Source: an optimization exercise on an open RTL-to-GDS flow (aim: small area, a short achievable clock period and few clock cycles). Production flows keep margins and buffers that such runs may drop.
Only simulation tests tie the RTL to the original design; equivalence was not proved.

## qpsk_isb
module qpsk_isb (
    input  wire        clk,
    input  wire        rst,
    input  wire        cmd_valid,
    output wire        cmd_ready,
    input  wire [7:0]  cmd_op,
    input  wire [15:0] cmd_a0,
    input  wire [15:0] cmd_a1,
    output reg         rsp_valid,
    output reg         rsp_fault,
    output reg  [2:0]  rsp_cause,
    output reg  [15:0] rsp_r0,
    output reg  [15:0] rsp_r1
);
Size in the first run: roughly 1400 flip-flops, roughly 0.074 mm^2 of cells after synthesis.
Settings: LEC_CHECK=0, CAP_MARGIN=20, CORE_MARGIN=2, CORE_UTILIZATION=40, CTS_CLUSTER_DIAMETER=160, CTS_CLUSTER_SIZE=24, SLEW_MARGIN=20, SYNTH_MEMORY_MAX_BITS=131072; clock period 13.0 ns.
standard.sh (not shown) runs the stock make flow with config.mk's settings and CLKGATE_MAP_FILE= SYNTH_SCRIPT=/design/flow/synth_recipe.tcl, a recipe that flattens the netlist after the stock synthesis.
==> flow/flow/run.sh <==
#!/bin/bash
# Layout: the standard flow (standard.sh, which runs ORFS from synthesis
# to the final layout at the design's clock period and constraints), with
# ORFS's timing repair (after floorplan, clock-tree synthesis and global
# routing) asked to leave a setup margin of 9.45 ns, and to work on every
# endpoint. The make output goes to standard_flow.log; ORFS keeps each
# step's log under orfs/logs/.
set -euo pipefail
bash standard.sh SETUP_SLACK_MARGIN=9.45 TNS_END_PERCENT=100 finish > standard_flow.log 2>&1
Testbench counts at the start, summed over its fixed seeds: cycles 8,138.
Change:
--- a/flow/flow/run.sh
+++ b/flow/flow/run.sh
@@ -5 +5 @@
-# routing) asked to leave a setup margin of 9.45 ns, and to work on every
+# routing) asked to leave a setup margin of 9.3 ns, and to work on every
@@ -9 +9 @@
-bash standard.sh SETUP_SLACK_MARGIN=9.45 TNS_END_PERCENT=100 finish > standard_flow.log 2>&1
+bash standard.sh SETUP_SLACK_MARGIN=9.3 TNS_END_PERCENT=100 finish > standard_flow.log 2>&1
After rerunning:
- The changed run produced a clean layout
- cell area came out lower by 0.86%
- first-iteration DRC count went down by 6.4%
Change:
--- a/flow/flow/run.sh
+++ b/flow/flow/run.sh
@@ -5 +5 @@
-# routing) asked to leave a setup margin of 9.3 ns, and to work on every
+# routing) asked to leave a setup margin of 9.2 ns, and to work on every
@@ -9 +9 @@
-bash standard.sh SETUP_SLACK_MARGIN=9.3 TNS_END_PERCENT=100 finish > standard_flow.log 2>&1
+bash standard.sh SETUP_SLACK_MARGIN=9.2 TNS_END_PERCENT=100 finish > standard_flow.log 2>&1
The new run went through all stages and came out clean. Hold slack gets better by 0.013 ns. Routed wire length barely changes. Worst setup slack gets better by 0.030 ns. Flip-flop and latch count does not change. Fmax rose by 0.79%. Cell area fell by 0.55%. Clock-buffer cell count stays the same. Non-clock buffer count fell by 14. Global-route usage barely changes. Synthesized area stays the same.


qpsk_isb, a different RTL version from the one above (not shown whole).
For scale: about 6300 cells after synthesis, roughly 1400 flip-flops.
Design qpsk_isb, start of the top module:
module qpsk_isb (
    input  wire        clk,
    input  wire        rst,
    input  wire        cmd_valid,
    output wire        cmd_ready,
    input  wire [7:0]  cmd_op,
    input  wire [15:0] cmd_a0,
    input  wire [15:0] cmd_a1,
    output reg         rsp_valid,
    output reg         rsp_fault,
    output reg  [2:0]  rsp_cause,
    output reg  [15:0] rsp_r0,
    output reg  [15:0] rsp_r1
);
Settings: LEC_CHECK=0, CAP_MARGIN=20, CORE_MARGIN=2, CORE_UTILIZATION=55, CTS_CLUSTER_DIAMETER=160, CTS_CLUSTER_SIZE=24, PLACE_DENSITY=0.65, SLEW_MARGIN=20, SYNTH_MEMORY_MAX_BITS=131072; clock period 13.0 ns.
==> flow/flow/run.sh <==
#!/bin/bash
# Layout: the standard flow (standard.sh, which runs ORFS from synthesis
# to the final layout at the design's clock period and constraints), with
# ORFS's timing repair (after floorplan, clock-tree synthesis and global
# routing) asked to leave a setup margin of 9.3 ns, and to work on every
# endpoint. The make output goes to standard_flow.log; ORFS keeps each
# step's log under orfs/logs/.
set -euo pipefail
bash standard.sh SETUP_SLACK_MARGIN=9.3 TNS_END_PERCENT=100 finish > standard_flow.log 2>&1
The starting point finished with timing, DRC and antenna clean.
Testbench counts at the start, summed over its fixed seeds: cycles 8,138.
Next try:
CORE_UTILIZATION = 40   (was 55)
PLACE_DENSITY = default   (was 0.65)
What happened: Global-route usage came out lower by 8.2 points. Hold slack loses 5.9 ps. Utilization came out lower by 15 points. Die area came out higher by 37%. Routed wire length climbs by 3.0%.


qpsk_isb, a different RTL version from the one above (not shown whole).
Size: about 6,500 cells after synthesis.
==> flow/config.mk <==
export PLATFORM = sky130hd
export DESIGN_NAME = qpsk_isb
export DESIGN_NICKNAME = qpsk_isb
export VERILOG_FILES = /design/flow/design.v
export SDC_FILE = /design/flow/constraint.sdc
export NUM_CORES = 4
export LEC_CHECK = 0
export CAP_MARGIN = 20
export CORE_MARGIN = 2
export CORE_UTILIZATION = 40
export SLEW_MARGIN = 20
export SYNTH_MEMORY_MAX_BITS = 131072
==> flow/constraint.sdc <==
create_clock -name core_clock -period 13.0 [get_ports {clk}]
set_input_delay 2.6000 -clock core_clock [delete_from_list [all_inputs] [get_ports {clk}]]
set_output_delay 2.6000 -clock core_clock [all_outputs]
set_load 0.01 [all_outputs]
==> flow/flow/run.sh <==
#!/bin/bash
# Layout: the standard flow (standard.sh, which runs ORFS from synthesis
# to the final layout at the design's clock period and constraints), with
# ORFS's timing repair (after floorplan, clock-tree synthesis and global
# routing) asked to leave a setup margin of 8.7 ns, and to work on every
# endpoint. The make output goes to standard_flow.log; ORFS keeps each
# step's log under orfs/logs/.
set -euo pipefail
bash standard.sh SETUP_SLACK_MARGIN=8.7 TNS_END_PERCENT=100 finish > standard_flow.log 2>&1
Testbench counts at the start, summed over its fixed seeds: cycles 8,138.
Next try:
==> flow/run.sh (new file) <==
#!/bin/bash
# synth_recipe.tcl (not shown) runs the flow's synth.tcl, then flattens the netlist and writes it again
# the make line also repeats each setting of config.mk as NAME=value (left out here)
make -C /OpenROAD-flow-scripts/flow DESIGN_CONFIG=/design/flow/config.mk WORK_HOME=/design/flow/orfs CLKGATE_MAP_FILE= SYNTH_SCRIPT=/design/flow/synth_recipe.tcl finish
removed: flow/flow/run.sh
removed: flow/standard.sh
Result:
- core utilization is lower by 0.30 points
- sequential share of layout area went up by 0.21 points
- count of clock-buffer cells in the layout came out lower by 11
- worst setup slack gets worse by 570 ps
- synthesized area does not change
- wire length shrinks by 1.3%
- final area decreases by 0.67%
- cell count is lower by 0.38%


Another version of the RTL of qpsk_isb (not shown whole).
Size: about 6200 cells after synthesis, roughly 1400 flip-flops, about 77000 µm² of cells after synthesis.
Settings: LEC_CHECK=0, CAP_MARGIN=20, CORE_MARGIN=2, CORE_UTILIZATION=40, SLEW_MARGIN=20, SYNTH_MEMORY_MAX_BITS=131072; clock period 13.0 ns.
==> flow/flow/run.sh <==
#!/bin/bash
# Layout: the standard flow (standard.sh, which runs ORFS from synthesis
# to the final layout at the design's clock period and constraints), with
# ORFS's timing repair (after floorplan, clock-tree synthesis and global
# routing) asked to leave a setup margin of 9.3 ns, and to work on every
# endpoint. The make output goes to standard_flow.log; ORFS keeps each
# step's log under orfs/logs/.
set -euo pipefail
bash standard.sh SETUP_SLACK_MARGIN=9.3 TNS_END_PERCENT=100 finish > standard_flow.log 2>&1
Testbench counts at the start, summed over its fixed seeds: cycles 8,138.
Change:
--- a/flow/config.mk
+++ b/flow/config.mk
@@ -10,0 +11,2 @@
+export CTS_CLUSTER_DIAMETER = 160
+export CTS_CLUSTER_SIZE = 24
The new run finished with timing, DRC and antenna clean.
Wire length shrinks slightly.
Final area came out lower by a few percent.
Worst hold slack hardly moves.
Worst setup slack improves by 0.065 ns.

re-timing with driven ports:
Ports are ideal in the flow. The routed layouts listed here were re-timed in OpenROAD.
Step 1: set_driving_cell puts a clkbuf_16 on clk and a buf_2 on each other input, an assumption about the parent block.
Step 2 moves the port delays by t, midway between the first and last clock arrival at a register: inputs arrive t later, outputs are due t later. That takes back most of the time a late clock gives input paths.
a / b / c = ideal ports / drivers / drivers and shift; a / b = the first two.
run	shift t [ns]	setup slack, ns	clock arrival spread, ns	slew at the worst register clock pin (ns)	cell pins on the clock port's net
the first run of note 1	0.814	9.180 / 9.095 / 8.821	0.063 / 0.063	0.11 / 0.11	1
the second run of note 1	0.812	9.165 / 9.083 / 8.760	0.054 / 0.054	0.11 / 0.11	1
the third run of note 1	0.796	9.195 / 9.115 / 8.779	0.060 / 0.059	0.12 / 0.12	1
the first run of note 2	0.781	9.217 / 9.137 / 8.725	0.038 / 0.038	0.11 / 0.11	1
the second run of note 2	0.795	9.204 / 9.118 / 8.663	0.039 / 0.039	0.11 / 0.11	1
the first run of note 3	0.847	8.761 / 8.703 / 8.556	0.043 / 0.043	0.07 / 0.07	1
the second run of note 3	0.859	8.191 / 8.191 / 8.191	0.061 / 0.061	0.07 / 0.07	1
the first run of note 4	0.865	8.957 / 8.877 / 8.751	0.071 / 0.071	0.08 / 0.08	1
the second run of note 4	0.790	9.022 / 8.944 / 8.752	0.050 / 0.051	0.12 / 0.12	1
After both steps every run listed still meets setup and hold. The setup slack of the second run of note 2, which loses most, moves by -0.086 ns with the drivers and by -0.541 ns with both steps.
